This design comes from an exercise in tuning for small area and a short achievable clock period on the open sky130 flow, not from production work.
Function was checked by simulation only, so behaviour that the tests miss may differ from the original.

## flow/design.v (module list and top-level ports; edited modules follow where they fit)
// module sht_norm: 33 lines
// module sht_mulf: 17 lines
// module sht_mulq: 326 lines
// module sht_mulh: 108 lines
// module sht_mul51: 135 lines
// module sht_mulr: 305 lines
// module sht_abs: 48 lines
// module sht_addf: 70 lines
// module sht20_codec: 135 lines
module sht20_codec (
    input  wire        clk,
    input  wire        rst,         
    input  wire        in_valid,
    input  wire [2:0]  op,
    input  wire [7:0]  a,
    input  wire [7:0]  b,
    output reg         out_valid,
    output reg         err,
    output reg  [15:0] raw_masked,
    output reg  [31:0] val0,
    output reg  [31:0] val1,
    output reg  [7:0]  ureg_out,
    output wire        otp_dis,
    output wire        htr_en,
    output wire        eob,
    output reg         res_valid,
    output wire [1:0]  res
);
  // ...
==> flow/run.sh <==
#!/bin/bash
# synth_recipe.tcl (not shown) runs the flow's synth.tcl, then flattens the netlist and writes it again
# the make line also repeats each setting of config.mk as NAME=value (left out here)
make -C /OpenROAD-flow-scripts/flow DESIGN_CONFIG=/design/flow/config.mk WORK_HOME=/design/flow/orfs CLKGATE_MAP_FILE= SYNTH_SCRIPT=/design/flow/synth_recipe.tcl finish
==> flow/config.mk <==
export PLATFORM = sky130hd
export DESIGN_NAME = sht20_codec
export DESIGN_NICKNAME = sht20_codec
export VERILOG_FILES = /design/flow/design.v
export SDC_FILE = /design/flow/constraint.sdc
export NUM_CORES = 4
export LEC_CHECK = 0
export CAP_MARGIN = 20
export CORE_MARGIN = 2
export CORE_UTILIZATION = 40
export CTS_CLUSTER_DIAMETER = 40
export CTS_CLUSTER_SIZE = 10
export SLEW_MARGIN = 20
==> flow/constraint.sdc <==
create_clock -name core_clock -period 60.0 [get_ports {clk}]
set_input_delay 12.0000 -clock core_clock [delete_from_list [all_inputs] [get_ports {clk}]]
set_output_delay 12.0000 -clock core_clock [all_outputs]
set_load 0.01 [all_outputs]
==> impl_metrics.py, run 1 <==
metrics = {
    "worst_setup_path": {
        "critical_path_cell_by_cell": "clkdlybuf4s50_1",
        "max_stage_delay_ns": 0.56,
        "worst_r2r_startpoint": "r5_val0[31]$_DFF_P_",
        "timing.critical_path.required_ns": 48.00,
        "crit_path_end": "res[0]",
        "worst-r2r-cell-count": 47,
    },
    "layout": {
        "layout-drive-gt1-share_pct": 7.968,
        "multi_input_area_share_pct": 54.66,
        "top_regs": "r2_mag: 38 flops, r1_q: 37 flops",
        "signal_buffer_area_fraction_pct": 4.323,
        "total_nets_final": 3326,
    },
    "timing": {
        "timing.max_slew.rel_slack_pct": 30.11,
        "post-route-period-util_pct": 22.49,
        "worst_hold_slack_ns": 0.3213,
        "final.setup.worst_slack_ns": 46.50,
    },
    "yosys": {
        "netlist_area_sq_mm": 0.02738,
        "yosys_warnings": 4,
        "post_synth_mux_area_share_pct": 10.30,
        "synth.top_cells.by_count": "sky130_fd_sc_hd__dfxtp_1 (431), sky130_fd_sc_hd__inv_1 (235), sky130_fd_sc_hd__ha_1 (213)",
        "seq_area_frac_synth_pct": 31.52,
        "postSynthCellCount": 2896,
        "synth-edff-count": 0,
    },
    "clock_tree": {
        "max-clock-path-buffers": 3,
        "tritoncts.num_buffers": 68,
        "tritoncts_num_sinks": 431,
        "root_buffer": "sky130_fd_sc_hd__clkbuf_16",
        "cts-resized-gates": 0,
    },
    "floorplanning": {
        "floorplan.initialDensity_pct": 40.55,
        "fp-row-count": 95,
        "well_tap_count": 873,
        "chipHeight_microns": 265.6,
    },
    "grt": {
        "busiest_layer": "met2",
        "grt_use_total_pct": 21.54,
        "gr-usage-met3_pct": 3.435,
        "first_pass_grt_wire_length_mm": 120.6,
    },
    "detailed_routing": {
        "route.met2.wl_mm": 36.86,
        "route.met3.wl_mm": 4.541,
        "route.top_layer_used": "met4",
        "drc_errors": 0,
    },
    "min_path": {
        "worst_hold_path_type": "reg2reg",
        "hold_end": "r4_pay[13]$_DFF_P_",
    },
    "outcome": {
        "outcome": "timing/DRC/antenna clean",
    },
    "placed_design": {
        "cell_count_post_placement": 3750,
    },
}
==> module sht_mulq, before the edit <==
module sht_mulq (
    input  wire [13:0] n,
    input  wire        big,
    output wire [37:0] q
);
    wire q_1 = ~n[0];
    wire q_2 = ~n[1];
    wire q_3 = ~n[2];
    wire q_4 = ~n[3];
    wire q_5 = ~n[4];
    wire q_6 = ~n[5];
    wire q_7 = ~n[6];
    wire q_8 = ~n[7];
    wire q_9 = ~n[8];
    wire q_10 = ~n[9];
    wire q_11 = ~n[10];
    wire q_12 = ~n[11];
    wire q_13 = ~n[12];
    wire q_14 = ~n[13];
    wire q_15 = ~big;
    wire q_16 = n[10] ^ n[7];
    wire q_17 = n[10] & n[7];
    wire q_18 = n[11] ^ n[8];
    wire q_19 = n[11] & n[8];
    wire q_20 = n[12] ^ n[9] ^ n[7];
    wire q_21 = (n[12] & n[9]) | (n[12] & n[7]) | (n[9] & n[7]);
    wire q_22 = n[13] ^ n[10] ^ n[8];
    wire q_23 = (n[13] & n[10]) | (n[13] & n[8]) | (n[10] & n[8]);
    wire q_24 = q_4 ^ q_1;
    wire q_25 = q_4 & q_1;
    wire q_26 = n[11] ^ n[9] ^ q_5;
    wire q_27 = (n[11] & n[9]) | (n[11] & q_5) | (n[9] & q_5);
    wire q_28 = ~q_2;
    wire q_29 = n[12] ^ n[10] ^ q_6;
    wire q_30 = (n[12] & n[10]) | (n[12] & q_6) | (n[10] & q_6);
    wire q_31 = ~q_3;
    wire q_32 = n[13] ^ n[11] ^ q_7;
    wire q_33 = (n[13] & n[11]) | (n[13] & q_7) | (n[11] & q_7);
    wire q_34 = q_12 ^ q_9;
    wire q_35 = q_12 & q_9;
    wire q_36 = q_13 ^ q_10 ^ q_4;
    wire q_37 = (q_13 & q_10) | (q_13 & q_4) | (q_10 & q_4);
    wire q_38 = q_14 ^ q_11 ^ q_5;
    wire q_39 = (q_14 & q_11) | (q_14 & q_5) | (q_11 & q_5);
    wire q_40 = q_3 ^ n[0];
    wire q_41 = q_3 & n[0];
    wire q_42 = q_12 ^ q_6 ^ q_4;
    wire q_43 = (q_12 & q_6) | (q_12 & q_4) | (q_6 & q_4);
    wire q_44 = ~n[1];
    wire q_45 = q_13 ^ q_7 ^ q_5;
    wire q_46 = (q_13 & q_7) | (q_13 & q_5) | (q_7 & q_5);
    wire q_47 = ~n[2];
    wire q_48 = q_14 ^ q_8 ^ q_6;
    wire q_49 = (q_14 & q_8) | (q_14 & q_6) | (q_8 & q_6);
    wire q_50 = q_9 ^ q_7;
    wire q_51 = q_9 & q_7;
    wire q_52 = q_10 ^ q_8;
    wire q_53 = q_10 & q_8;
    wire q_54 = n[5] ^ q_1;
    wire q_55 = n[5] & q_1;
    wire q_56 = n[6] ^ q_2 ^ q_17;
    wire q_57 = (n[6] & q_2) | (n[6] & q_17) | (q_2 & q_17);
    wire q_58 = q_3 ^ q_15 ^ q_19;
    wire q_59 = (q_3 & q_15) | (q_3 & q_19) | (q_15 & q_19);
    wire q_60 = ~(q_21 ^ q_22);
    wire q_61 = q_21 | q_22;
    wire q_62 = q_23 ^ q_25 ^ q_26;
    wire q_63 = (q_23 & q_25) | (q_23 & q_26) | (q_25 & q_26);
    wire q_64 = q_27 ^ q_2 ^ q_29;
    wire q_65 = (q_27 & q_2) | (q_27 & q_29) | (q_2 & q_29);
    wire q_66 = q_4 ^ q_30 ^ q_3;
    wire q_67 = (q_4 & q_30) | (q_4 & q_3) | (q_30 & q_3);
    wire q_68 = n[12] ^ q_8 ^ q_5;
    wire q_69 = (n[12] & q_8) | (n[12] & q_5) | (q_8 & q_5);
    wire q_70 = n[13] ^ q_9 ^ q_6;
    wire q_71 = (n[13] & q_9) | (n[13] & q_6) | (q_9 & q_6);
    wire q_72 = q_10 ^ q_7;
    wire q_73 = q_10 & q_7;
    wire q_74 = q_11 ^ q_8 ^ q_2;
    wire q_75 = (q_11 & q_8) | (q_11 & q_2) | (q_8 & q_2);
    wire q_76 = ~(q_3 ^ q_1);
    wire q_77 = q_3 | q_1;
    wire q_78 = ~(q_2 ^ q_35);
    wire q_79 = q_2 | q_35;
    wire q_80 = ~(q_37 ^ q_38);
    wire q_81 = q_37 | q_38;
    wire q_82 = q_39 ^ q_41 ^ q_42;
    wire q_83 = (q_39 & q_41) | (q_39 & q_42) | (q_41 & q_42);
    wire q_84 = q_43 ^ n[1] ^ q_45;
    wire q_85 = (q_43 & n[1]) | (q_43 & q_45) | (n[1] & q_45);
    wire q_86 = n[3] ^ q_46 ^ n[2];
    wire q_87 = (n[3] & q_46) | (n[3] & n[2]) | (q_46 & n[2]);
    wire q_88 = ~(n[4] ^ q_49);
    wire q_89 = n[4] | q_49;
    wire q_90 = ~(n[5] ^ q_51);
    wire q_91 = n[5] | q_51;
    wire q_92 = q_11 ^ q_9 ^ n[6];
    wire q_93 = (q_11 & q_9) | (q_11 & n[6]) | (q_9 & n[6]);
    wire q_94 = q_12 ^ q_10;
    wire q_95 = q_12 & q_10;
    wire q_96 = q_13 ^ q_11;
    wire q_97 = q_13 & q_11;
    wire q_98 = q_14 ^ q_12;
    wire q_99 = q_14 & q_12;
    wire q_100 = n[5] ^ n[2];
    wire q_101 = n[5] & n[2];
    wire q_102 = n[6] ^ n[3] ^ n[1];
    wire q_103 = (n[6] & n[3]) | (n[6] & n[1]) | (n[3] & n[1]);
    wire q_104 = n[7] ^ n[4] ^ n[2];
    wire q_105 = (n[7] & n[4]) | (n[7] & n[2]) | (n[4] & n[2]);
    wire q_106 = n[8] ^ n[5] ^ n[3];
    wire q_107 = (n[8] & n[5]) | (n[8] & n[3]) | (n[5] & n[3]);
    wire q_108 = n[9] ^ n[6] ^ n[4];
    wire q_109 = (n[9] & n[6]) | (n[9] & n[4]) | (n[6] & n[4]);
    wire q_110 = ~(q_16 ^ q_54);
    wire q_111 = q_16 | q_54;
    wire q_112 = q_18 ^ q_55 ^ q_56;
    wire q_113 = (q_18 & q_55) | (q_18 & q_56) | (q_55 & q_56);
    wire q_114 = q_20 ^ q_57 ^ q_58;
    wire q_115 = (q_20 & q_57) | (q_20 & q_58) | (q_57 & q_58);
    wire q_116 = q_24 ^ q_59 ^ q_60;
    wire q_117 = (q_24 & q_59) | (q_24 & q_60) | (q_59 & q_60);
    wire q_118 = q_28 ^ q_61 ^ q_62;
    wire q_119 = (q_28 & q_61) | (q_28 & q_62) | (q_61 & q_62);
    wire q_120 = q_31 ^ q_63 ^ q_64;
    wire q_121 = (q_31 & q_63) | (q_31 & q_64) | (q_63 & q_64);
    wire q_122 = q_32 ^ q_65 ^ q_66;
    wire q_123 = (q_32 & q_65) | (q_32 & q_66) | (q_65 & q_66);
    wire q_124 = q_33 ^ q_67 ^ q_68;
    wire q_125 = (q_33 & q_67) | (q_33 & q_68) | (q_67 & q_68);
    wire q_126 = ~(q_69 ^ q_70);
    wire q_127 = q_69 | q_70;
    wire q_128 = q_1 ^ q_71 ^ q_72;
    wire q_129 = (q_1 & q_71) | (q_1 & q_72) | (q_71 & q_72);
    wire q_130 = ~(q_73 ^ q_74);
    wire q_131 = q_73 | q_74;
    wire q_132 = q_34 ^ q_75 ^ q_76;
    wire q_133 = (q_34 & q_75) | (q_34 & q_76) | (q_75 & q_76);
    wire q_134 = q_36 ^ q_77 ^ q_78;
    wire q_135 = (q_36 & q_77) | (q_36 & q_78) | (q_77 & q_78);
    wire q_136 = q_40 ^ q_79 ^ q_80;
    wire q_137 = (q_40 & q_79) | (q_40 & q_80) | (q_79 & q_80);
    wire q_138 = q_44 ^ q_81 ^ q_82;
    wire q_139 = (q_44 & q_81) | (q_44 & q_82) | (q_81 & q_82);
    wire q_140 = q_47 ^ q_83 ^ q_84;
    wire q_141 = (q_47 & q_83) | (q_47 & q_84) | (q_83 & q_84);
    wire q_142 = q_48 ^ q_85 ^ q_86;
    wire q_143 = (q_48 & q_85) | (q_48 & q_86) | (q_85 & q_86);
    wire q_144 = q_50 ^ q_87 ^ q_88;
    wire q_145 = (q_50 & q_87) | (q_50 & q_88) | (q_87 & q_88);
    wire q_146 = q_52 ^ q_89 ^ q_90;
    wire q_147 = (q_52 & q_89) | (q_52 & q_90) | (q_89 & q_90);
    wire q_148 = q_53 ^ q_91 ^ q_92;
    wire q_149 = (q_53 & q_91) | (q_53 & q_92) | (q_91 & q_92);
    wire q_150 = n[7] ^ q_93 ^ q_94;
    wire q_151 = (n[7] & q_93) | (n[7] & q_94) | (q_93 & q_94);
    wire q_152 = n[8] ^ q_95 ^ q_96;
    wire q_153 = (n[8] & q_95) | (n[8] & q_96) | (q_95 & q_96);
    wire q_154 = n[9] ^ q_97 ^ q_98;
    wire q_155 = (n[9] & q_97) | (n[9] & q_98) | (q_97 & q_98);
    wire q_156 = q_13 ^ n[10] ^ q_99;
    wire q_157 = (q_13 & n[10]) | (q_13 & q_99) | (n[10] & q_99);
    wire q_158 = q_14 ^ n[11];
    wire q_159 = q_14 & n[11];
    wire q_160 = n[3] ^ n[0];
    wire q_161 = n[3] & n[0];
    wire q_162 = n[4] ^ n[1] ^ q_161;
    wire q_163 = (n[4] & n[1]) | (n[4] & q_161) | (n[1] & q_161);
    wire q_164 = n[0] ^ q_100 ^ q_163;
    wire q_165 = (n[0] & q_100) | (n[0] & q_163) | (q_100 & q_163);
    wire q_166 = q_101 ^ q_102 ^ q_165;
    wire q_167 = (q_101 & q_102) | (q_101 & q_165) | (q_102 & q_165);
    wire q_168 = q_103 ^ q_104 ^ q_167;
    wire q_169 = (q_103 & q_104) | (q_103 & q_167) | (q_104 & q_167);
    wire q_170 = q_105 ^ q_106 ^ q_169;
    wire q_171 = (q_105 & q_106) | (q_105 & q_169) | (q_106 & q_169);
    wire q_172 = q_107 ^ q_108 ^ q_171;
    wire q_173 = (q_107 & q_108) | (q_107 & q_171) | (q_108 & q_171);
    wire q_174 = q_109 ^ q_110 ^ q_173;
    wire q_175 = (q_109 & q_110) | (q_109 & q_173) | (q_110 & q_173);
    wire q_176 = q_111 ^ q_112 ^ q_175;
    wire q_177 = (q_111 & q_112) | (q_111 & q_175) | (q_112 & q_175);
    wire q_178 = q_113 ^ q_114 ^ q_177;
    wire q_179 = (q_113 & q_114) | (q_113 & q_177) | (q_114 & q_177);
    wire q_180 = q_115 ^ q_116 ^ q_179;
    wire q_181 = (q_115 & q_116) | (q_115 & q_179) | (q_116 & q_179);
    wire q_182 = q_117 ^ q_118 ^ q_181;
    wire q_183 = (q_117 & q_118) | (q_117 & q_181) | (q_118 & q_181);
    wire q_184 = q_119 ^ q_120 ^ q_183;
    wire q_185 = (q_119 & q_120) | (q_119 & q_183) | (q_120 & q_183);
    wire q_186 = q_121 ^ q_122 ^ q_185;
    wire q_187 = (q_121 & q_122) | (q_121 & q_185) | (q_122 & q_185);
    wire q_188 = q_123 ^ q_124 ^ q_187;
    wire q_189 = (q_123 & q_124) | (q_123 & q_187) | (q_124 & q_187);
    wire q_190 = q_125 ^ q_126 ^ q_189;
    wire q_191 = (q_125 & q_126) | (q_125 & q_189) | (q_126 & q_189);
    wire q_192 = q_127 ^ q_128;
    wire q_193 = q_127 & q_128;
    wire q_194 = q_129 ^ q_130 ^ q_193;
    wire q_195 = (q_129 & q_130) | (q_129 & q_193) | (q_130 & q_193);
    wire q_196 = q_131 ^ q_132 ^ q_195;
    wire q_197 = (q_131 & q_132) | (q_131 & q_195) | (q_132 & q_195);
    wire q_198 = q_133 ^ q_134 ^ q_197;
    wire q_199 = (q_133 & q_134) | (q_133 & q_197) | (q_134 & q_197);
    wire q_200 = q_135 ^ q_136 ^ q_199;
    wire q_201 = (q_135 & q_136) | (q_135 & q_199) | (q_136 & q_199);
    wire q_202 = q_137 ^ q_138 ^ q_201;
    wire q_203 = (q_137 & q_138) | (q_137 & q_201) | (q_138 & q_201);
    wire q_204 = q_139 ^ q_140 ^ q_203;
    wire q_205 = (q_139 & q_140) | (q_139 & q_203) | (q_140 & q_203);
    wire q_206 = q_141 ^ q_142 ^ q_205;
    wire q_207 = (q_141 & q_142) | (q_141 & q_205) | (q_142 & q_205);
    wire q_208 = q_143 ^ q_144 ^ q_207;
    wire q_209 = (q_143 & q_144) | (q_143 & q_207) | (q_144 & q_207);
    wire q_210 = q_145 ^ q_146 ^ q_209;
    wire q_211 = (q_145 & q_146) | (q_145 & q_209) | (q_146 & q_209);
    wire q_212 = q_147 ^ q_148 ^ q_211;
    wire q_213 = (q_147 & q_148) | (q_147 & q_211) | (q_148 & q_211);
    wire q_214 = q_149 ^ q_150 ^ q_213;
    wire q_215 = (q_149 & q_150) | (q_149 & q_213) | (q_150 & q_213);
    wire q_216 = q_151 ^ q_152 ^ q_215;
    wire q_217 = (q_151 & q_152) | (q_151 & q_215) | (q_152 & q_215);
    wire q_218 = q_153 ^ q_154 ^ q_217;
    wire q_219 = (q_153 & q_154) | (q_153 & q_217) | (q_154 & q_217);
    wire q_220 = q_155 ^ q_156 ^ q_219;
    wire q_221 = (q_155 & q_156) | (q_155 & q_219) | (q_156 & q_219);
    wire q_222 = q_157 ^ q_158 ^ q_221;
    wire q_223 = (q_157 & q_158) | (q_157 & q_221) | (q_158 & q_221);
    wire q_224 = n[12] ^ q_159 ^ q_223;
    wire q_225 = (n[12] & q_159) | (n[12] & q_223) | (q_159 & q_223);
    wire q_226 = ~(n[13] ^ q_225);
    wire q_227 = n[13] | q_225;
    wire q_228 = ~(q_127 ^ q_128);
    wire q_229 = q_127 | q_128;
    wire q_230 = q_129 ^ q_130 ^ q_229;
    wire q_231 = (q_129 & q_130) | (q_129 & q_229) | (q_130 & q_229);
    wire q_232 = q_131 ^ q_132 ^ q_231;
    wire q_233 = (q_131 & q_132) | (q_131 & q_231) | (q_132 & q_231);
    wire q_234 = q_133 ^ q_134 ^ q_233;
    wire q_235 = (q_133 & q_134) | (q_133 & q_233) | (q_134 & q_233);
    wire q_236 = q_135 ^ q_136 ^ q_235;
    wire q_237 = (q_135 & q_136) | (q_135 & q_235) | (q_136 & q_235);
    wire q_238 = q_137 ^ q_138 ^ q_237;
    wire q_239 = (q_137 & q_138) | (q_137 & q_237) | (q_138 & q_237);
    wire q_240 = q_139 ^ q_140 ^ q_239;
    wire q_241 = (q_139 & q_140) | (q_139 & q_239) | (q_140 & q_239);
    wire q_242 = q_141 ^ q_142 ^ q_241;
    wire q_243 = (q_141 & q_142) | (q_141 & q_241) | (q_142 & q_241);
    wire q_244 = q_143 ^ q_144 ^ q_243;
    wire q_245 = (q_143 & q_144) | (q_143 & q_243) | (q_144 & q_243);
    wire q_246 = q_145 ^ q_146 ^ q_245;
    wire q_247 = (q_145 & q_146) | (q_145 & q_245) | (q_146 & q_245);
    wire q_248 = q_147 ^ q_148 ^ q_247;
    wire q_249 = (q_147 & q_148) | (q_147 & q_247) | (q_148 & q_247);
    wire q_250 = q_149 ^ q_150 ^ q_249;
    wire q_251 = (q_149 & q_150) | (q_149 & q_249) | (q_150 & q_249);
    wire q_252 = q_151 ^ q_152 ^ q_251;
    wire q_253 = (q_151 & q_152) | (q_151 & q_251) | (q_152 & q_251);
    wire q_254 = q_153 ^ q_154 ^ q_253;
    wire q_255 = (q_153 & q_154) | (q_153 & q_253) | (q_154 & q_253);
    wire q_256 = q_155 ^ q_156 ^ q_255;
    wire q_257 = (q_155 & q_156) | (q_155 & q_255) | (q_156 & q_255);
    wire q_258 = q_157 ^ q_158 ^ q_257;
    wire q_259 = (q_157 & q_158) | (q_157 & q_257) | (q_158 & q_257);
    wire q_260 = n[12] ^ q_159 ^ q_259;
    wire q_261 = (n[12] & q_159) | (n[12] & q_259) | (q_159 & q_259);
    wire q_262 = ~(n[13] ^ q_261);
    wire q_263 = n[13] | q_261;
    wire q_264 = q_191 ? q_228 : q_192;
    wire q_265 = q_191 ? q_230 : q_194;
    wire q_266 = q_191 ? q_232 : q_196;
    wire q_267 = q_191 ? q_234 : q_198;
    wire q_268 = q_191 ? q_236 : q_200;
    wire q_269 = q_191 ? q_238 : q_202;
    wire q_270 = q_191 ? q_240 : q_204;
    wire q_271 = q_191 ? q_242 : q_206;
    wire q_272 = q_191 ? q_244 : q_208;
    wire q_273 = q_191 ? q_246 : q_210;
    wire q_274 = q_191 ? q_248 : q_212;
    wire q_275 = q_191 ? q_250 : q_214;
    wire q_276 = q_191 ? q_252 : q_216;
    wire q_277 = q_191 ? q_254 : q_218;
    wire q_278 = q_191 ? q_256 : q_220;
    wire q_279 = q_191 ? q_258 : q_222;
    wire q_280 = q_191 ? q_260 : q_224;
    wire q_281 = q_191 ? q_262 : q_226;
    wire q_282 = q_191 ? q_263 : q_227;
    assign q[0] = 1'b0;
    assign q[1] = n[0];
    assign q[2] = n[1];
    assign q[3] = n[2];
    assign q[4] = q_160;
    assign q[5] = q_162;
    assign q[6] = q_164;
    assign q[7] = q_166;
    assign q[8] = q_168;
    assign q[9] = q_170;
    assign q[10] = q_172;
    assign q[11] = q_174;
    assign q[12] = q_176;
    assign q[13] = q_178;
    assign q[14] = q_180;
    assign q[15] = q_182;
    assign q[16] = q_184;
    assign q[17] = q_186;
    assign q[18] = q_188;
    assign q[19] = q_190;
    assign q[20] = q_264;
    assign q[21] = q_265;
    assign q[22] = q_266;
    assign q[23] = q_267;
    assign q[24] = q_268;
    assign q[25] = q_269;
    assign q[26] = q_270;
    assign q[27] = q_271;
    assign q[28] = q_272;
    assign q[29] = q_273;
    assign q[30] = q_274;
    assign q[31] = q_275;
    assign q[32] = q_276;
    assign q[33] = q_277;
    assign q[34] = q_278;
    assign q[35] = q_279;
    assign q[36] = q_280;
    assign q[37] = q_281;
endmodule
==> module sht20_codec, before the edit <==
module sht20_codec (
    input  wire        clk,
    input  wire        rst,         
    input  wire        in_valid,
    input  wire [2:0]  op,
    input  wire [7:0]  a,
    input  wire [7:0]  b,
    output reg         out_valid,
    output reg         err,
    output reg  [15:0] raw_masked,
    output reg  [31:0] val0,
    output reg  [31:0] val1,
    output reg  [7:0]  ureg_out,
    output wire        otp_dis,
    output wire        htr_en,
    output wire        eob,
    output reg         res_valid,
    output wire [1:0]  res
);
    assign otp_dis = ureg_out[1];
    assign htr_en  = ureg_out[2];
    assign eob     = ureg_out[6];
    assign res     = {ureg_out[7], ureg_out[0]};
    reg        r0_v;
    reg [2:0]  r0_op;
    reg [7:0]  r0_a, r0_b;
    always @(posedge clk) begin
        r0_v  <= in_valid & ~rst;
        r0_op <= op;
        r0_a  <= a;
        r0_b  <= b;
    end
    wire [13:0] n = {r0_a, r0_b[7:2]};
    wire        is_t  = (r0_op == 3'd0);
    wire        is_rh = (r0_op == 3'd1);
    wire        is_u  = (r0_op == 3'd2) | (r0_op == 3'd3) | (r0_op == 3'd4) | (r0_op == 3'd5);
    reg [7:0] new_ureg;
    always @(*) begin
        case (r0_op)
            3'd3:    new_ureg = (r0_a & 8'h7E) | {r0_b[1], 6'b000000, r0_b[0]};
            3'd4:    new_ureg = (r0_a & 8'hFB) | {5'b00000, r0_b[0], 2'b00};
            3'd5:    new_ureg = (r0_a & 8'hBF) | {1'b0, r0_b[0], 6'b000000};
            default: new_ureg = r0_a;
        endcase
    end
    wire [37:0] q1;
    wire [21:0] h1;
    sht_mulq u_mulq (.n(n), .big(n >= 14'd11935), .q(q1));
    sht_mulh u_mulh (.n(n), .h(h1));
    reg         r1_v, r1_t, r1_rh, r1_u;
    reg  [13:0] r1_pay;                   
    reg  [37:0] r1_q;
    always @(posedge clk) begin
        r1_v   <= r0_v & ~rst;
        r1_t   <= is_t;
        r1_rh  <= is_rh;
        r1_u   <= is_u;
        r1_pay <= is_u ? {6'd0, new_ureg} : n;
        r1_q   <= is_rh ? {h1, 16'd0} : q1;
    end
    wire [37:0] mag2;
    wire s2 = r1_rh ? (r1_pay <= 14'd786) : (r1_pay <= 14'd4368);    
    sht_abs u_abs (.q(r1_q), .n(r1_pay), .rh(r1_rh), .s(s2), .mag(mag2));
    reg         r2_v, r2_t, r2_rh, r2_u, r2_sg;
    reg  [13:0] r2_pay;
    reg  [37:0] r2_mag;
    always @(posedge clk) begin
        r2_v   <= r1_v & ~rst;
        r2_t   <= r1_t;
        r2_rh  <= r1_rh;
        r2_u   <= r1_u;
        r2_sg  <= s2;
        r2_pay <= r1_pay;
        r2_mag <= mag2;
    end
    wire [7:0]  e3;
    wire [22:0] f3;
    sht_norm u_norm (.mag(r2_mag), .e(e3), .f(f3));
    reg         r3_v, r3_t, r3_rh, r3_u;
    reg  [13:0] r3_pay;
    reg  [31:0] r3_val0;
    always @(posedge clk) begin
        r3_v    <= r2_v & ~rst;
        r3_t    <= r2_t;
        r3_rh   <= r2_rh;
        r3_u    <= r2_u;
        r3_pay  <= r2_pay;
        r3_val0 <= {r2_sg, e3, f3};
    end
    wire [29:0] y4;
    sht_mul51 u_m51 (.m({1'b1, r3_val0[22:0]}), .y(y4));
    reg         r4_v, r4_t, r4_rh, r4_u;
    reg  [13:0] r4_pay;
    reg  [31:0] r4_val0;
    reg  [29:0] r4_y;
    always @(posedge clk) begin
        r4_v    <= r3_v & ~rst;
        r4_t    <= r3_t;
        r4_rh   <= r3_rh;
        r4_u    <= r3_u;
        r4_pay  <= r3_pay;
        r4_val0 <= r3_val0;
        r4_y    <= y4;
    end
    wire [7:0]  e5;
    wire [22:0] f5;
    sht_mulf u_mulf (.e(r4_val0[30:23]), .f(r4_val0[22:0]), .y(r4_y), .eo(e5), .fo(f5));
    reg         r5_v, r5_t, r5_rh, r5_u;
    reg  [13:0] r5_pay;
    reg  [31:0] r5_val0;
    reg  [7:0]  r5_e;
    reg  [22:0] r5_f;
    always @(posedge clk) begin
        r5_v    <= r4_v & ~rst;
        r5_t    <= r4_t;
        r5_rh   <= r4_rh;
        r5_u    <= r4_u;
        r5_pay  <= r4_pay;
        r5_val0 <= r4_val0;
        r5_e    <= e5;
        r5_f    <= f5;
    end
    wire [31:0] fahr;
    sht_addf u_addf (.sd(r5_val0[31]), .sf(r5_pay <= 14'd2710), .e(r5_e), .f(r5_f), .r(fahr));
    wire meas = r5_t | r5_rh;
    always @(posedge clk) begin
        out_valid  <= r5_v & ~rst;
        err        <= ~(meas | r5_u);
        raw_masked <= meas ? {r5_pay, 2'b00} : 16'd0;
        val0       <= meas ? r5_val0 : 32'd0;
        val1       <= r5_t ? fahr : 32'd0;
        ureg_out   <= r5_u ? r5_pay[7:0] : 8'd0;
        res_valid  <= r5_u;
    end
endmodule
==> inputs of run 2 (changes only) <==
--- a/flow/design.v
+++ b/flow/design.v
@@ -245,6 +245,6 @@
     wire q_190 = q_125 ^ q_126 ^ q_189;
     wire q_191 = (q_125 & q_126) | (q_125 & q_189) | (q_126 & q_189);
-    wire q_192 = q_127 ^ q_128;
-    wire q_193 = q_127 & q_128;
+    wire q_192 = q_127 ^ q_128 ^ q_191;
+    wire q_193 = (q_127 & q_128) | (q_127 & q_191) | (q_128 & q_191);
     wire q_194 = q_129 ^ q_130 ^ q_193;
     wire q_195 = (q_129 & q_130) | (q_129 & q_193) | (q_130 & q_193);
@@ -257,6 +257,6 @@
     wire q_202 = q_137 ^ q_138 ^ q_201;
     wire q_203 = (q_137 & q_138) | (q_137 & q_201) | (q_138 & q_201);
-    wire q_204 = q_139 ^ q_140 ^ q_203;
-    wire q_205 = (q_139 & q_140) | (q_139 & q_203) | (q_140 & q_203);
+    wire q_204 = q_139 ^ q_140;
+    wire q_205 = q_139 & q_140;
     wire q_206 = q_141 ^ q_142 ^ q_205;
     wire q_207 = (q_141 & q_142) | (q_141 & q_205) | (q_142 & q_205);
@@ -281,59 +281,41 @@
     wire q_226 = ~(n[13] ^ q_225);
     wire q_227 = n[13] | q_225;
-    wire q_228 = ~(q_127 ^ q_128);
-    wire q_229 = q_127 | q_128;
-    wire q_230 = q_129 ^ q_130 ^ q_229;
-    wire q_231 = (q_129 & q_130) | (q_129 & q_229) | (q_130 & q_229);
-    wire q_232 = q_131 ^ q_132 ^ q_231;
-    wire q_233 = (q_131 & q_132) | (q_131 & q_231) | (q_132 & q_231);
-    wire q_234 = q_133 ^ q_134 ^ q_233;
-    wire q_235 = (q_133 & q_134) | (q_133 & q_233) | (q_134 & q_233);
-    wire q_236 = q_135 ^ q_136 ^ q_235;
-    wire q_237 = (q_135 & q_136) | (q_135 & q_235) | (q_136 & q_235);
-    wire q_238 = q_137 ^ q_138 ^ q_237;
-    wire q_239 = (q_137 & q_138) | (q_137 & q_237) | (q_138 & q_237);
-    wire q_240 = q_139 ^ q_140 ^ q_239;
-    wire q_241 = (q_139 & q_140) | (q_139 & q_239) | (q_140 & q_239);
-    wire q_242 = q_141 ^ q_142 ^ q_241;
-    wire q_243 = (q_141 & q_142) | (q_141 & q_241) | (q_142 & q_241);
-    wire q_244 = q_143 ^ q_144 ^ q_243;
-    wire q_245 = (q_143 & q_144) | (q_143 & q_243) | (q_144 & q_243);
-    wire q_246 = q_145 ^ q_146 ^ q_245;
-    wire q_247 = (q_145 & q_146) | (q_145 & q_245) | (q_146 & q_245);
-    wire q_248 = q_147 ^ q_148 ^ q_247;
-    wire q_249 = (q_147 & q_148) | (q_147 & q_247) | (q_148 & q_247);
-    wire q_250 = q_149 ^ q_150 ^ q_249;
-    wire q_251 = (q_149 & q_150) | (q_149 & q_249) | (q_150 & q_249);
-    wire q_252 = q_151 ^ q_152 ^ q_251;
-    wire q_253 = (q_151 & q_152) | (q_151 & q_251) | (q_152 & q_251);
-    wire q_254 = q_153 ^ q_154 ^ q_253;
-    wire q_255 = (q_153 & q_154) | (q_153 & q_253) | (q_154 & q_253);
-    wire q_256 = q_155 ^ q_156 ^ q_255;
-    wire q_257 = (q_155 & q_156) | (q_155 & q_255) | (q_156 & q_255);
-    wire q_258 = q_157 ^ q_158 ^ q_257;
-    wire q_259 = (q_157 & q_158) | (q_157 & q_257) | (q_158 & q_257);
-    wire q_260 = n[12] ^ q_159 ^ q_259;
-    wire q_261 = (n[12] & q_159) | (n[12] & q_259) | (q_159 & q_259);
-    wire q_262 = ~(n[13] ^ q_261);
-    wire q_263 = n[13] | q_261;
-    wire q_264 = q_191 ? q_228 : q_192;
-    wire q_265 = q_191 ? q_230 : q_194;
-    wire q_266 = q_191 ? q_232 : q_196;
-    wire q_267 = q_191 ? q_234 : q_198;
-    wire q_268 = q_191 ? q_236 : q_200;
-    wire q_269 = q_191 ? q_238 : q_202;
-    wire q_270 = q_191 ? q_240 : q_204;
-    wire q_271 = q_191 ? q_242 : q_206;
-    wire q_272 = q_191 ? q_244 : q_208;
-    wire q_273 = q_191 ? q_246 : q_210;
-    wire q_274 = q_191 ? q_248 : q_212;
-    wire q_275 = q_191 ? q_250 : q_214;
-    wire q_276 = q_191 ? q_252 : q_216;
-    wire q_277 = q_191 ? q_254 : q_218;
-    wire q_278 = q_191 ? q_256 : q_220;
-    wire q_279 = q_191 ? q_258 : q_222;
-    wire q_280 = q_191 ? q_260 : q_224;
-    wire q_281 = q_191 ? q_262 : q_226;
-    wire q_282 = q_191 ? q_263 : q_227;
+    wire q_228 = ~(q_139 ^ q_140);
+    wire q_229 = q_139 | q_140;
+    wire q_230 = q_141 ^ q_142 ^ q_229;
+    wire q_231 = (q_141 & q_142) | (q_141 & q_229) | (q_142 & q_229);
+    wire q_232 = q_143 ^ q_144 ^ q_231;
+    wire q_233 = (q_143 & q_144) | (q_143 & q_231) | (q_144 & q_231);
+    wire q_234 = q_145 ^ q_146 ^ q_233;
+    wire q_235 = (q_145 & q_146) | (q_145 & q_233) | (q_146 & q_233);
+    wire q_236 = q_147 ^ q_148 ^ q_235;
+    wire q_237 = (q_147 & q_148) | (q_147 & q_235) | (q_148 & q_235);
+    wire q_238 = q_149 ^ q_150 ^ q_237;
+    wire q_239 = (q_149 & q_150) | (q_149 & q_237) | (q_150 & q_237);
+    wire q_240 = q_151 ^ q_152 ^ q_239;
+    wire q_241 = (q_151 & q_152) | (q_151 & q_239) | (q_152 & q_239);
+    wire q_242 = q_153 ^ q_154 ^ q_241;
+    wire q_243 = (q_153 & q_154) | (q_153 & q_241) | (q_154 & q_241);
+    wire q_244 = q_155 ^ q_156 ^ q_243;
+    wire q_245 = (q_155 & q_156) | (q_155 & q_243) | (q_156 & q_243);
+    wire q_246 = q_157 ^ q_158 ^ q_245;
+    wire q_247 = (q_157 & q_158) | (q_157 & q_245) | (q_158 & q_245);
+    wire q_248 = n[12] ^ q_159 ^ q_247;
+    wire q_249 = (n[12] & q_159) | (n[12] & q_247) | (q_159 & q_247);
+    wire q_250 = ~(n[13] ^ q_249);
+    wire q_251 = n[13] | q_249;
+    wire q_252 = q_203 ? q_228 : q_204;
+    wire q_253 = q_203 ? q_230 : q_206;
+    wire q_254 = q_203 ? q_232 : q_208;
+    wire q_255 = q_203 ? q_234 : q_210;
+    wire q_256 = q_203 ? q_236 : q_212;
+    wire q_257 = q_203 ? q_238 : q_214;
+    wire q_258 = q_203 ? q_240 : q_216;
+    wire q_259 = q_203 ? q_242 : q_218;
+    wire q_260 = q_203 ? q_244 : q_220;
+    wire q_261 = q_203 ? q_246 : q_222;
+    wire q_262 = q_203 ? q_248 : q_224;
+    wire q_263 = q_203 ? q_250 : q_226;
+    wire q_264 = q_203 ? q_251 : q_227;
     assign q[0] = 1'b0;
     assign q[1] = n[0];
@@ -356,22 +338,22 @@
     assign q[18] = q_188;
     assign q[19] = q_190;
-    assign q[20] = q_264;
-    assign q[21] = q_265;
-    assign q[22] = q_266;
-    assign q[23] = q_267;
-    assign q[24] = q_268;
-    assign q[25] = q_269;
-    assign q[26] = q_270;
-    assign q[27] = q_271;
-    assign q[28] = q_272;
-    assign q[29] = q_273;
-    assign q[30] = q_274;
-    assign q[31] = q_275;
-    assign q[32] = q_276;
-    assign q[33] = q_277;
-    assign q[34] = q_278;
-    assign q[35] = q_279;
-    assign q[36] = q_280;
-    assign q[37] = q_281;
+    assign q[20] = q_192;
+    assign q[21] = q_194;
+    assign q[22] = q_196;
+    assign q[23] = q_198;
+    assign q[24] = q_200;
+    assign q[25] = q_202;
+    assign q[26] = q_252;
+    assign q[27] = q_253;
+    assign q[28] = q_254;
+    assign q[29] = q_255;
+    assign q[30] = q_256;
+    assign q[31] = q_257;
+    assign q[32] = q_258;
+    assign q[33] = q_259;
+    assign q[34] = q_260;
+    assign q[35] = q_261;
+    assign q[36] = q_262;
+    assign q[37] = q_263;
 endmodule
 module sht_mulh (
@@ -1074,7 +1056,8 @@
     end
     wire [13:0] n = {r0_a, r0_b[7:2]};
-    wire        is_t  = (r0_op == 3'd0);
     wire        is_rh = (r0_op == 3'd1);
     wire        is_u  = (r0_op == 3'd2) | (r0_op == 3'd3) | (r0_op == 3'd4) | (r0_op == 3'd5);
+    wire        is_e  = (r0_op == 3'd6) | (r0_op == 3'd7);
+    wire [1:0]  cls   = {is_u | is_e, is_rh | is_e};
     reg [7:0] new_ureg;
     always @(*) begin
@@ -1090,26 +1073,24 @@
     sht_mulq u_mulq (.n(n), .big(n >= 14'd11935), .q(q1));
     sht_mulh u_mulh (.n(n), .h(h1));
-    reg         r1_v, r1_t, r1_rh, r1_u;
+    reg         r1_v;
+    reg  [1:0]  r1_c;
     reg  [13:0] r1_pay;                   
     reg  [37:0] r1_q;
     always @(posedge clk) begin
         r1_v   <= r0_v & ~rst;
-        r1_t   <= is_t;
-        r1_rh  <= is_rh;
-        r1_u   <= is_u;
+        r1_c   <= cls;
         r1_pay <= is_u ? {6'd0, new_ureg} : n;
         r1_q   <= is_rh ? {h1, 16'd0} : q1;
     end
     wire [37:0] mag2;
-    wire s2 = r1_rh ? (r1_pay <= 14'd786) : (r1_pay <= 14'd4368);    
-    sht_abs u_abs (.q(r1_q), .n(r1_pay), .rh(r1_rh), .s(s2), .mag(mag2));
-    reg         r2_v, r2_t, r2_rh, r2_u, r2_sg;
+    wire s2 = (r1_c == 2'd1) ? (r1_pay <= 14'd786) : (r1_pay <= 14'd4368);    
+    sht_abs u_abs (.q(r1_q), .n(r1_pay), .rh(r1_c == 2'd1), .s(s2), .mag(mag2));
+    reg         r2_v, r2_sg;
+    reg  [1:0]  r2_c;
     reg  [13:0] r2_pay;
     reg  [37:0] r2_mag;
     always @(posedge clk) begin
         r2_v   <= r1_v & ~rst;
-        r2_t   <= r1_t;
-        r2_rh  <= r1_rh;
-        r2_u   <= r1_u;
+        r2_c   <= r1_c;
         r2_sg  <= s2;
         r2_pay <= r1_pay;
@@ -1119,12 +1100,11 @@
     wire [22:0] f3;
     sht_norm u_norm (.mag(r2_mag), .e(e3), .f(f3));
-    reg         r3_v, r3_t, r3_rh, r3_u;
+    reg         r3_v;
+    reg  [1:0]  r3_c;
     reg  [13:0] r3_pay;
     reg  [31:0] r3_val0;
     always @(posedge clk) begin
         r3_v    <= r2_v & ~rst;
-        r3_t    <= r2_t;
-        r3_rh   <= r2_rh;
-        r3_u    <= r2_u;
+        r3_c   <= r2_c;
         r3_pay  <= r2_pay;
         r3_val0 <= {r2_sg, e3, f3};
@@ -1132,5 +1112,6 @@
     wire [29:0] y4;
     sht_mul51 u_m51 (.m({1'b1, r3_val0[22:0]}), .y(y4));
-    reg         r4_v, r4_t, r4_rh, r4_u;
+    reg         r4_v;
+    reg  [1:0]  r4_c;
     reg  [13:0] r4_pay;
     reg  [31:0] r4_val0;
@@ -1138,7 +1119,5 @@
     always @(posedge clk) begin
         r4_v    <= r3_v & ~rst;
-        r4_t    <= r3_t;
-        r4_rh   <= r3_rh;
-        r4_u    <= r3_u;
+        r4_c   <= r3_c;
         r4_pay  <= r3_pay;
         r4_val0 <= r3_val0;
@@ -1148,5 +1127,6 @@
     wire [22:0] f5;
     sht_mulf u_mulf (.e(r4_val0[30:23]), .f(r4_val0[22:0]), .y(r4_y), .eo(e5), .fo(f5));
-    reg         r5_v, r5_t, r5_rh, r5_u;
+    reg         r5_v;
+    reg  [1:0]  r5_c;
     reg  [13:0] r5_pay;
     reg  [31:0] r5_val0;
@@ -1155,7 +1135,5 @@
     always @(posedge clk) begin
         r5_v    <= r4_v & ~rst;
-        r5_t    <= r4_t;
-        r5_rh   <= r4_rh;
-        r5_u    <= r4_u;
+        r5_c   <= r4_c;
         r5_pay  <= r4_pay;
         r5_val0 <= r4_val0;
@@ -1165,13 +1143,14 @@
     wire [31:0] fahr;
     sht_addf u_addf (.sd(r5_val0[31]), .sf(r5_pay <= 14'd2710), .e(r5_e), .f(r5_f), .r(fahr));
-    wire meas = r5_t | r5_rh;
+    wire meas = ~r5_c[1];
+    wire u5   = (r5_c == 2'd2);
     always @(posedge clk) begin
         out_valid  <= r5_v & ~rst;
-        err        <= ~(meas | r5_u);
+        err        <= (r5_c == 2'd3);
         raw_masked <= meas ? {r5_pay, 2'b00} : 16'd0;
         val0       <= meas ? r5_val0 : 32'd0;
-        val1       <= r5_t ? fahr : 32'd0;
-        ureg_out   <= r5_u ? r5_pay[7:0] : 8'd0;
-        res_valid  <= r5_u;
+        val1       <= (r5_c == 2'd0) ? fahr : 32'd0;
+        ureg_out   <= u5 ? r5_pay[7:0] : 8'd0;
+        res_valid  <= u5;
     end
 endmodule
==> flow/flow/run.sh (new file) <==
#!/bin/bash
# The standard layout (the standard.sh, unchanged synthesis and steps), except that
# the port buffers that global placement inserts on every input and output are plain
# sky130_fd_sc_hd__buf_2 cells instead of the resizer's default pick.
set -euo pipefail
export BUFFER_PORTS_ARGS="-buffer_cell sky130_fd_sc_hd__buf_2"
bash standard.sh > standard.log 2>&1
==> flow/standard.sh (new file) <==
#!/bin/bash
# synth_recipe.tcl (not shown) runs the flow's synth.tcl, then flattens the netlist and writes it again
# the make line also repeats each setting of config.mk as NAME=value (left out here)
make -C /OpenROAD-flow-scripts/flow DESIGN_CONFIG=/design/flow/config.mk WORK_HOME=/design/flow/orfs CLKGATE_MAP_FILE= SYNTH_SCRIPT=/design/flow/synth_recipe.tcl "${@:-finish}"
--- a/flow/config.mk
+++ b/flow/config.mk
@@ -8,6 +8,7 @@
 export CAP_MARGIN = 20
 export CORE_MARGIN = 2
-export CORE_UTILIZATION = 40
-export CTS_CLUSTER_DIAMETER = 40
-export CTS_CLUSTER_SIZE = 10
+export CORE_UTILIZATION = 65
+export CTS_BUF_LIST = sky130_fd_sc_hd__clkbuf_8
+export CTS_CLUSTER_DIAMETER = 60
+export CTS_CLUSTER_SIZE = 20
 export SLEW_MARGIN = 20
removed: flow/run.sh
==> run 2 against run 1 <==
Against the previous run:
- design area down 11%
- cell count down 12%
- hold slack worse by 0.018 ns
- first-iteration DRC count up 3.3%
- maximum frequency up 2.9%
- sequential share of layout area up 2.9 points
- clock skew up 0.026 ns
- critical path type unchanged
- critical endpoint is now val1[4]
- largest cell class unchanged
- highest routed layer unchanged
==> impl_metrics.py, run 2 <==
metrics = {
    "timing": {
        "timing.max_slew.rel_slack_pct": 36.25,
        "worst_hold_slack_ns": 0.3030,
        "setup-tns-final_ns": 0,
        "final.setup.worst_slack_ns": 46.88,
        "skew_ns": 0.04269,
        "finalSetupViolCount": 0,
        "timing.final.hold_violations": 0,
        "timing.final.max_slew_violations": 0,
        "fmax_mhz": 76.23,
        "layout_min_cycle_time_ns": 13.12,
        "grt_setup_unrepaired": "false",
        "worst_slew_pin_slew_ns": 0.9539,
        "post-route-period-util_pct": 21.87,
    },
    "yosys": {
        "synthFlopType": "sky130_fd_sc_hd__dfxtp_1",
        "synthMostInstantiatedCell": "sky130_fd_sc_hd__dfxtp_1",
        "yosys_warnings": 4,
        "synth.top_cells.by_count": "sky130_fd_sc_hd__dfxtp_1 (426), sky130_fd_sc_hd__inv_1 (234), sky130_fd_sc_hd__ha_1 (209), sky130_fd_sc_hd__nand2_1 (209), sky130_fd_sc_hd__mux2i_1 (187)",
        "ys_top_cells_by_area": "sky130_fd_sc_hd__dfxtp_1 (32%), sky130_fd_sc_hd__fa_1 (11%), sky130_fd_sc_hd__ha_1 (9.8%)",
        "synth_seq_cells": 426,
        "netlist_area_sq_mm": 0.02659,
        "synth_area_leader": "sky130_fd_sc_hd__dfxtp_1",
        "yosys_top_cell_area_share_pct": 32.07,
        "syn-mean-instance-area_sq_um": 9.463,
        "synth-edff-count": 0,
        "synth_async_sr_flop_share_pct": 0,
        "post_synth_num_cell_types": 91,
        "postSynthCellCount": 2810,
        "seq_area_frac_synth_pct": 32.07,
    },
    "grt": {
        "first_global_vias": 20240,
        "grt_use_total_pct": 32.39,
        "first_pass_grt_wire_length_mm": 108.4,
        "antenna_violations_before_repair": 0,
        "gr-total-overflow": 0,
        "maximum_number_of_pins_on_one_net_before_global_route_repair": 58,
    },
    "layout": {
        "mostFrequentLayoutCells": "sky130_fd_sc_hd__dfxtp_1 (425), sky130_fd_sc_hd__inv_1 (236), sky130_fd_sc_hd__ha_1 (209), sky130_fd_sc_hd__nand2_1 (208), sky130_fd_sc_hd__mux2i_1 (187)",
        "total_nets_final": 3214,
        "fill_cells": 3227,
        "syn_to_final_growth_pct": 5.971,
        "top_regs": "r2_mag: 38 flops, r1_q: 37 flops",
        "layout-drive-gt1-share_pct": 10.55,
        "antennaDiodeCount": 0,
        "largest_register_ff_count": 38,
        "mostFrequentLayoutCell": "sky130_fd_sc_hd__dfxtp_1",
        "max_flop_register": "r2_mag",
    },
    "worst_setup_path": {
        "timing.critical_path.slowest_stage_cell": "sky130_fd_sc_hd__dfxtp_1",
        "cp-start-kind": "flop",
        "timing.critical_path.arrival_ns": 1.12,
        "timing.critical_path.required_ns": 48.00,
        "worst-path-max-fanout": 1,
        "crit_family": "flip-flops",
        "worst_setup_path_end_kind": "primary output",
        "timing_worst_setup_path_type": "reg2out",
        "max_stage_delay_ns": 0.36,
        "critical_path.n_buffers_inverters": 1,
        "critical_path_cell_by_cell": "buf_2",
    },
    "detailed_routing": {
        "vias": 20740,
        "first_pass_iters": 6,
        "drc_errors": 0,
        "totalWireLength_mm": 68.46,
        "final_antenna_net_count": 0,
        "via_to_cell_ratio": 6.127,
        "drt-initial-drc-count": 1668,
        "avgRoutedWirePerCell_microns": 20.23,
    },
    "flow_run": {
        "maxCapViolCount": 0,
    },
    "floorplanning": {
        "chipHeight_microns": 206.3,
        "fp.dieW_microns": 206.3,
        "floorplan.initialDensity_pct": 65.42,
        "fp-row-count": 74,
        "core_area_sq_mm": 0.04065,
        "top_level_ports": 118,
        "fp.dieArea_sq_mm": 0.04255,
    },
    "placed_design": {
        "portBuffers": 115,
        "preCtsSetupSlack_ns": 47.54,
        "gp_congestion": 0.9781,
        "post-dp-hpwl_mm": 52.14,
    },
    "clock_tree": {
        "cts.clk_slew.worst_paths_ns": 0.11,
        "clkLatencyLatePin_ns": 0.62,
        "root_buffer": "sky130_fd_sc_hd__clkbuf_8",
        "cts-resized-gates": 0,
        "htree_levels": 2,
        "cts.hold.buffers_added": 0,
        "max-clock-path-buffers": 3,
        "cts_setup_buffers": 0,
        "tritoncts_num_sinks": 426,
        "cts_tree": "built",
        "tritoncts.num_buffers": 35,
    },
    "min_path": {
        "worst_hold_path_type": "reg2reg",
    },
    "outcome": {
        "outcome": "timing/DRC/antenna clean",
    },
}
## run 2: cell families (layout without fill, tap and decap cells)
| logic type | Yosys count | after routing | share of synthesized area, % |
|---|---|---|---|
| and+or+nand+nor | 703 | 703 | 12.61 |
| AOI/OAI and AO/OA | 529 | 529 | 13.30 |
| DFF | 426 | 426 | 32.07 |
| buffers and inverters | 394 | 435 | 5.736 |
| adders and majority gates | 371 | 371 | 21.58 |
| muxes | 257 | 257 | 10.38 |
| xor gates and xnor gates | 129 | 129 | 4.301 |
| other | 1 | 2 | 0.01410 |
## run 2: area by class of cell
cell class / instances / area (sq um) / share of cell area [%]
multi-input combinational: 1991 / 16580 / 58.85
sequential: 426 / 8529 / 30.27
inverter: 242 / 908.4 / 3.224
timing repair buffer: 137 / 740.7 / 2.629
tap: 532 / 665.6 / 2.362
clock buffer: 37 / 509.2 / 1.807
clock inverter: 19 / 241.5 / 0.8569
## run 2: per-stage QoR
step           std cells  utilization [%]  cell area [sq um]
2_1_floorplan       2811                -              26600
4_1_cts             3384            69.32              28180
5_1_grt             3384            69.33              28180
6_report            3384            69.33              28180
3_3_place_gp        3328            67.48              27430
3_5_place_dp        3328            67.48              27430
## run 2: metal layers
metal  share of wire, %  global-route usage (%)  routed length, microns
met1                 42                   43.22                   29040
met2                 46                   52.94                   31700
met3                7.5                   5.393                    5163
met4                3.7                   12.24                    2561
met5                  0                       0                       0
## run 2: final timing paths
| check | from | to | slack, ns | cells after the start |
|---|---|---|---|---|
| setup reg to reg | r5_e[3]$_DFF_P_ | val1[15]$_SDFF_PP0_ | 48.51 | 43 |
| setup / recovery | val1[4]$_SDFF_PP0_ | val1[4] | 46.88 | 1 |
| hold reg to reg | r3_val0[26]$_DFF_P_ | r4_val0[26]$_DFF_P_ | 0.30 | 0 |
| hold / removal | r3_val0[26]$_DFF_P_ | r4_val0[26]$_DFF_P_ | 0.30 | 0 |
==> module sht_norm, before the edit <==
module sht_norm (
    input  wire [37:0] mag,
    output wire [7:0]  e,
    output wire [22:0] f
);
    function [63:0] inc;
        input [63:0] x;
        input        b;
        integer i;
        reg cy;
        begin
            cy = b;
            for (i = 0; i < 64; i = i + 1) begin
                inc[i] = x[i] ^ cy;
                cy = x[i] & cy;
            end
        end
    endfunction
    reg [4:0] lz;
    integer i;
    always @(*) begin
        lz = 5'd16;
        for (i = 21; i < 38; i = i + 1)
            if (mag[i]) lz = 37 - i;
    end
    wire [37:0] sh = mag << lz;
    wire        g  = sh[13];
    wire        st = |sh[12:0];
    wire        up = g & (st | sh[14]);
    wire [63:0] m  = inc({40'd0, sh[37:14]}, up);
    assign f = m[24] ? m[23:1] : m[22:0];
    assign e = 8'd134 - {3'd0, lz} + {7'd0, m[24]};
endmodule
==> module sht_abs, before the edit <==
module sht_abs (
    input  wire [37:0] q,
    input  wire [13:0] n,
    input  wire        rh,
    input  wire        s,
    output wire [37:0] mag
);
    function [63:0] inc;     
        input [63:0] x;
        input        b;
        integer i;
        reg cy;
        begin
            cy = b;
            for (i = 0; i < 64; i = i + 1) begin
                inc[i] = x[i] ^ cy;
                cy = x[i] & cy;
            end
        end
    endfunction
    wire [13:0] kl;
    assign kl[0]  = rh | (n < 14'd2);
    assign kl[1]  = rh | (n < 14'd3);
    assign kl[2]  = rh | (n < 14'd6);
    assign kl[3]  = rh | (n < 14'd12);
    assign kl[4]  = rh | (n < 14'd24);
    assign kl[5]  = rh | (n < 14'd47);
    assign kl[6]  = rh | (n < 14'd94);
    assign kl[7]  = rh | (n < 14'd187);
    assign kl[8]  = rh | (n < 14'd373);
    assign kl[9]  = rh | (n < 14'd746);
    assign kl[10] = rh | (n < 14'd1492);
    assign kl[11] = rh | (n < 14'd2984);
    assign kl[12] = rh | (n < 14'd5968);
    assign kl[13] = rh | (n < 14'd11935);
    wire        big  = ~kl[13];
    wire [14:0] keep = {1'b1, kl};
    wire [13:0] kp1  = keep[14:1];
    wire [14:0] lq   = q[14:0] ^ 15'h2000;
    wire        g    = |(q[13:0] & kp1 & ~kl);
    wire        l    = |(lq & keep & ~{kl, 1'b1});
    wire        st   = |(q[13:0] & ~kp1);
    wire        up   = g & (st | l);
    wire        c    = up ^ s;
    wire [37:0] x    = ((q ^ {38{s}}) & {24'hFFFFFF, kl}) | ({24'd0, ~kl} & {38{c}});
    wire [63:0] sum  = inc({26'd0, x}, c);
    assign mag = {sum[37:14], sum[13] | big, sum[12:0]};
endmodule
==> module sht_addf, before the edit <==
module sht_addf (
    input  wire        sd,
    input  wire        sf,
    input  wire [7:0]  e,
    input  wire [22:0] f,
    output wire [31:0] r
);
    function [63:0] inc;
        input [63:0] x;
        input        b;
        integer i;
        reg cy;
        begin
            cy = b;
            for (i = 0; i < 64; i = i + 1) begin
                inc[i] = x[i] ^ cy;
                cy = x[i] & cy;
            end
        end
    endfunction
    wire [23:0] md  = {1'b1, f};
    wire        e5  = (e == 8'd132);
    wire        e6  = (e == 8'd133);
    wire        e7  = (e == 8'd134);
    wire        mid = ~sd & (e6 | e7);
    wire [3:0]  k   = (~sd & e5) ? 4'd1 : (4'd3 - e[3:0] + {3'd0, ~sd});    
    wire [23:0] src = {md[23] & ~(~sd & e5), f};
    wire [23:0] A   = src >> k;
    reg  [23:0] po;                        
    integer j;
    always @(*) begin
        po[0] = src[0];
        for (j = 1; j < 24; j = j + 1) po[j] = po[j-1] | src[j];
    end
    wire [4:0]  km1 = {1'b0, k} - 5'd1;
    wire        G   = (k != 4'd0) & src[km1[3:0]];
    wire        St  = (k > 4'd1) & po[km1[3:0] - 4'd1];
    wire [24:0] V   = {1'b0, md} + (e6 ? 25'h400000 : 25'h200000);
    reg  [23:0] X;
    reg         c;
    always @(*) begin
        if (mid) begin
            X = V[24] ? V[24:1] : V[23:0];
            c = V[24] & V[0] & V[1];
        end else if (sd) begin
            X = ~A;
            c = ~G | (~St & ~A[0]);
        end else begin
            X = {1'b1, A[22:0]};
            c = G & (St | A[0]);
        end
    end
    wire [63:0] mr  = inc({40'd0, X}, c);
    wire        ovf = mr[24] & ~sd;
    wire [23:0] W = e5 ? {1'b0, f} : (e6 ? (f[22] ? {2'b10, f[21:0]} : {2'b01, f[21:0]}) : mr[23:0]);
    reg [4:0] lz;
    integer i;
    always @(*) begin
        lz = 5'd16;
        for (i = 8; i < 24; i = i + 1)
            if (W[i]) lz = 23 - i;
    end
    wire [23:0] wn = W << lz;
    wire [7:0]  en = (e6 ? 8'd133 : (e5 ? 8'd132 : 8'd131)) - {3'd0, lz};
    wire [7:0]  ef = mid ? (e + {7'd0, V[24]} + {7'd0, ovf}) :
                     sd  ? 8'd131 :
                           ((e5 ? 8'd133 : 8'd132) + {7'd0, ovf});
    wire        nr   = sd & ~(e < 8'd131);                                 
    assign r = nr ? {sf, en, wn[22:0]} : {sf, ef, ovf ? 23'd0 : mr[22:0]};
endmodule
==> inputs of run 3 (changes only) <==
--- a/flow/design.v
+++ b/flow/design.v
@@ -4,14 +4,18 @@
     output wire [22:0] f
 );
-    function [63:0] inc;
+    function [63:0] inc;     
         input [63:0] x;
         input        b;
         integer i;
-        reg cy;
+        reg [15:0] gc;           
+        reg        c;
         begin
-            cy = b;
+            gc[0] = b;
+            for (i = 1; i < 16; i = i + 1)
+                gc[i] = gc[i-1] & (&x[4*i-1 -: 4]);
             for (i = 0; i < 64; i = i + 1) begin
-                inc[i] = x[i] ^ cy;
-                cy = x[i] & cy;
+                if (i % 4 == 0) c = gc[i/4];
+                inc[i] = x[i] ^ c;
+                c = c & x[i];
             end
         end
@@ -916,10 +920,14 @@
         input        b;
         integer i;
-        reg cy;
+        reg [15:0] gc;           
+        reg        c;
         begin
-            cy = b;
+            gc[0] = b;
+            for (i = 1; i < 16; i = i + 1)
+                gc[i] = gc[i-1] & (&x[4*i-1 -: 4]);
             for (i = 0; i < 64; i = i + 1) begin
-                inc[i] = x[i] ^ cy;
-                cy = x[i] & cy;
+                if (i % 4 == 0) c = gc[i/4];
+                inc[i] = x[i] ^ c;
+                c = c & x[i];
             end
         end
@@ -960,14 +968,18 @@
     output wire [31:0] r
 );
-    function [63:0] inc;
+    function [63:0] inc;     
         input [63:0] x;
         input        b;
         integer i;
-        reg cy;
+        reg [15:0] gc;           
+        reg        c;
         begin
-            cy = b;
+            gc[0] = b;
+            for (i = 1; i < 16; i = i + 1)
+                gc[i] = gc[i-1] & (&x[4*i-1 -: 4]);
             for (i = 0; i < 64; i = i + 1) begin
-                inc[i] = x[i] ^ cy;
-                cy = x[i] & cy;
+                if (i % 4 == 0) c = gc[i/4];
+                inc[i] = x[i] ^ c;
+                c = c & x[i];
             end
         end
@@ -1086,18 +1098,7 @@
     wire s2 = (r1_c == 2'd1) ? (r1_pay <= 14'd786) : (r1_pay <= 14'd4368);    
     sht_abs u_abs (.q(r1_q), .n(r1_pay), .rh(r1_c == 2'd1), .s(s2), .mag(mag2));
-    reg         r2_v, r2_sg;
-    reg  [1:0]  r2_c;
-    reg  [13:0] r2_pay;
-    reg  [37:0] r2_mag;
-    always @(posedge clk) begin
-        r2_v   <= r1_v & ~rst;
-        r2_c   <= r1_c;
-        r2_sg  <= s2;
-        r2_pay <= r1_pay;
-        r2_mag <= mag2;
-    end
     wire [7:0]  e3;
     wire [22:0] f3;
-    sht_norm u_norm (.mag(r2_mag), .e(e3), .f(f3));
+    sht_norm u_norm (.mag(mag2), .e(e3), .f(f3));
     reg         r3_v;
     reg  [1:0]  r3_c;
@@ -1105,8 +1106,8 @@
     reg  [31:0] r3_val0;
     always @(posedge clk) begin
-        r3_v    <= r2_v & ~rst;
-        r3_c   <= r2_c;
-        r3_pay  <= r2_pay;
-        r3_val0 <= {r2_sg, e3, f3};
+        r3_v    <= r1_v & ~rst;
+        r3_c    <= r1_c;
+        r3_pay  <= r1_pay;
+        r3_val0 <= {s2, e3, f3};
     end
     wire [29:0] y4;
==> run 3 against run 2 <==
Against the previous run:
- hold slack gained 0.029 ns
- utilization grew 0.48 points
- first-iteration DRC count increased by 24%
- clock-buffer cell count shrank 7
- die area decreased by 0.41%
- critical path type unchanged
- maximum frequency hardly changed
- non-clock buffer count is 7 higher
- sequential share of layout area is 3.7 points lower
- cell count grew 1.7%
==> impl_metrics.py, run 3 <==
metrics = {
    "outcome": {
        "outcome": "timing/DRC/antenna clean",
    },
    "worst_setup_path": {
        "critical_path.n_buffers_inverters": 1,
        "timing.critical_path.required_ns": 48.00,
        "timing_worst_setup_path_type": "reg2out",
        "timing.critical_path.slowest_stage_cell": "sky130_fd_sc_hd__dfxtp_1",
        "setup.worst_path.start": "val1[13]$_SDFF_PP0_",
        "worst-r2r-cell-count": 36,
        "critical_path_cell_by_cell": "buf_2",
        "worst-path-max-fanout": 1,
        "worst_r2r_startpoint": "r1_pay[3]$_DFF_P_",
        "cp_num_cells": 1,
        "timing.critical_path.arrival_ns": 1.13,
        "max_stage_delay_ns": 0.34,
        "cp-start-kind": "flop",
        "crit_family": "flip-flops",
        "worst_setup_path_end_kind": "primary output",
    },
    "floorplanning": {
        "floorplan.initialDensity_pct": 66.19,
        "core_area_sq_mm": 0.04001,
        "fp.dieW_microns": 205.8,
        "top_level_ports": 118,
        "fp-row-count": 73,
        "chipHeight_microns": 205.8,
        "fp.dieArea_sq_mm": 0.04237,
    },
    "layout": {
        "mostFrequentLayoutCell": "sky130_fd_sc_hd__dfxtp_1",
        "antennaDiodeCount": 0,
        "max_flop_register": "r1_q",
        "total_nets_final": 3264,
        "mostFrequentLayoutCells": "sky130_fd_sc_hd__dfxtp_1 (369), sky130_fd_sc_hd__inv_1 (244), sky130_fd_sc_hd__nand2_1 (217), sky130_fd_sc_hd__nor2_1 (213), sky130_fd_sc_hd__ha_1 (189)",
        "syn_to_final_growth_pct": 5.452,
        "largest_register_ff_count": 37,
        "utilization_pct": 69.80,
        "layout-drive-gt1-share_pct": 11.17,
    },
    "grt": {
        "antenna_violations_before_repair": 1,
        "first_global_vias": 20990,
        "gr-total-overflow": 0,
        "grt_use_total_pct": 32.37,
        "first_pass_grt_wire_length_mm": 109.6,
        "maximum_number_of_pins_on_one_net_before_global_route_repair": 61,
    },
    "clock_tree": {
        "htree_levels": 1,
        "tritoncts.num_buffers": 28,
        "cts_tree": "built",
        "root_buffer": "sky130_fd_sc_hd__clkbuf_8",
        "cts.hold.buffers_added": 0,
        "cts_setup_buffers": 0,
        "tritoncts_num_sinks": 370,
        "cts.clk_slew.worst_paths_ns": 0.11,
        "max-clock-path-buffers": 3,
        "cts-resized-gates": 0,
        "clkLatencyLatePin_ns": 0.66,
    },
    "detailed_routing": {
        "drc_errors": 0,
        "vias": 21350,
        "final_antenna_net_count": 0,
        "avgRoutedWirePerCell_microns": 19.87,
        "first_pass_iters": 9,
        "drt-initial-drc-count": 2061,
        "via_to_cell_ratio": 6.201,
        "totalWireLength_mm": 68.42,
    },
    "timing": {
        "timing.final.max_slew_violations": 0,
        "worst_slew_pin_slew_ns": 0.9779,
        "setup-tns-final_ns": 0,
        "post-route-period-util_pct": 21.88,
        "timing.max_slew.rel_slack_pct": 34.65,
        "layout_min_cycle_time_ns": 13.13,
        "skew_ns": 0.05130,
        "fmax_mhz": 76.17,
        "finalSetupViolCount": 0,
        "grt_setup_unrepaired": "false",
        "timing.final.hold_violations": 0,
        "final.setup.worst_slack_ns": 46.87,
    },
    "yosys": {
        "netlist_area_sq_mm": 0.02648,
        "ys_top_cells_by_area": "sky130_fd_sc_hd__dfxtp_1 (28%), sky130_fd_sc_hd__fa_1 (11%), sky130_fd_sc_hd__ha_1 (8.9%)",
        "yosys_top_cell_area_share_pct": 27.97,
        "synth_area_leader": "sky130_fd_sc_hd__dfxtp_1",
        "synthFlopType": "sky130_fd_sc_hd__dfxtp_1",
        "synthMostInstantiatedCell": "sky130_fd_sc_hd__dfxtp_1",
        "postSynthCellCount": 2880,
        "yosys_warnings": 4,
        "seq_area_frac_synth_pct": 27.97,
        "syn-mean-instance-area_sq_um": 9.195,
        "synth.top_cells.by_count": "sky130_fd_sc_hd__dfxtp_1 (370), sky130_fd_sc_hd__inv_1 (244), sky130_fd_sc_hd__nand2_1 (217)",
        "post_synth_num_cell_types": 107,
        "synth-edff-count": 0,
        "synth_seq_cells": 370,
        "synth_async_sr_flop_share_pct": 0,
    },
    "min_path": {
        "hp-start": "r3_val0[24]$_DFF_P_",
        "hold-path-cell-count": 0,
        "worst_hold_path_type": "reg2reg",
    },
    "flow_run": {
        "maxCapViolCount": 0,
    },
    "placed_design": {
        "gp_congestion": 0.9788,
        "portBuffers": 115,
        "post-dp-hpwl_mm": 52.98,
        "preCtsSetupSlack_ns": 47.53,
    },
}
## run 3: kinds of logic after synthesis
family	share of synthesized area (%)
buffers and inverters	6.256
multiplexers	10.61
XOR/XNOR	5.008
AND/OR/NAND/NOR	14.78
adder cells (fa/ha/maj)	20.72
flip-flops	27.97
AO/OA/AOI/OAI	14.63
other	0.01416
## run 3: final cells by class
cell class	instances	area (sq um)
multi-input combinational	2107	17460
fill	3195	12080
sequential	370	7408
inverter	252	945.9
timing repair buffer	144	805.8
tap	525	656.9
clock buffer	30	412.9
clock inverter	15	235.2
## run 3: final timing paths
path | end | slack [ns]
min reg2reg | r4_val0[24]$_DFF_P_ | 0.33
max reg2reg | r3_val0[22]$_DFF_P_ | 48.79
min | r4_val0[24]$_DFF_P_ | 0.33
max | val1[13] | 46.87
## run 3: layer usage
layer  vias up  part of all wire, %  GRT usage [%]  wire length, microns
li1      10030                    -              -                     -
met1     10300                   41          41.31                 27950
met2       829                   49          56.51                 33450
met3       183                  6.6          4.150                  4482
met4         2                  3.7          11.12                  2527
met5         -                0.019              0                    13
## run 3: stage by stage
step	hold slack [ns]	instance area [sq um]	instances
after detailed placement	0.3121	27260	3397
after global routing	0.3375	27930	3443
after CTS	0.3330	27910	3442
after global placement	0.3103	27260	3397
after floorplan	0.3096	26490	2881
final	0.3318	27930	3443
## run 3: worst reg2reg max path, delay by kind of cell (launching register included)
kind | cells | cell delay, ns
xor+xnor | 1 | 0.14
flops | 1 | 0.75
fa+ha+maj | 6 | 1.08
simple gates | 13 | 3.36
mux | 1 | 0.30
buf+inv | 2 | 0.93
compound gates | 13 | 4.58

-- afterwards: timing with drivers on the ports --
How much do the figures lean on ideal ports? The routed layouts below were timed once more, with nothing changed but the port constraints.
Step 1, drivers: a clkbuf_16 drives clk and a buf_2 each remaining input, both assumed.
Step 2 adds t to the input delays and takes it off the output delays; t is the mean of the earliest and latest rising clock arrival at the registers after step 1. Input paths then give back, and output paths get back, about the clock's delay inside the block.
a / b / c = ideal / step 1 / step 2; a / b = the first two.
run	t, ns	setup WS [ns]	pins driven straight from the clock port
run 1	0.661	46.504 / 46.443 / 47.104	1
run 2	0.655	46.881 / 46.830 / 47.485	1
run 3	0.691	46.871 / 46.818 / 47.509	1
After both steps every run listed still meets setup and hold.
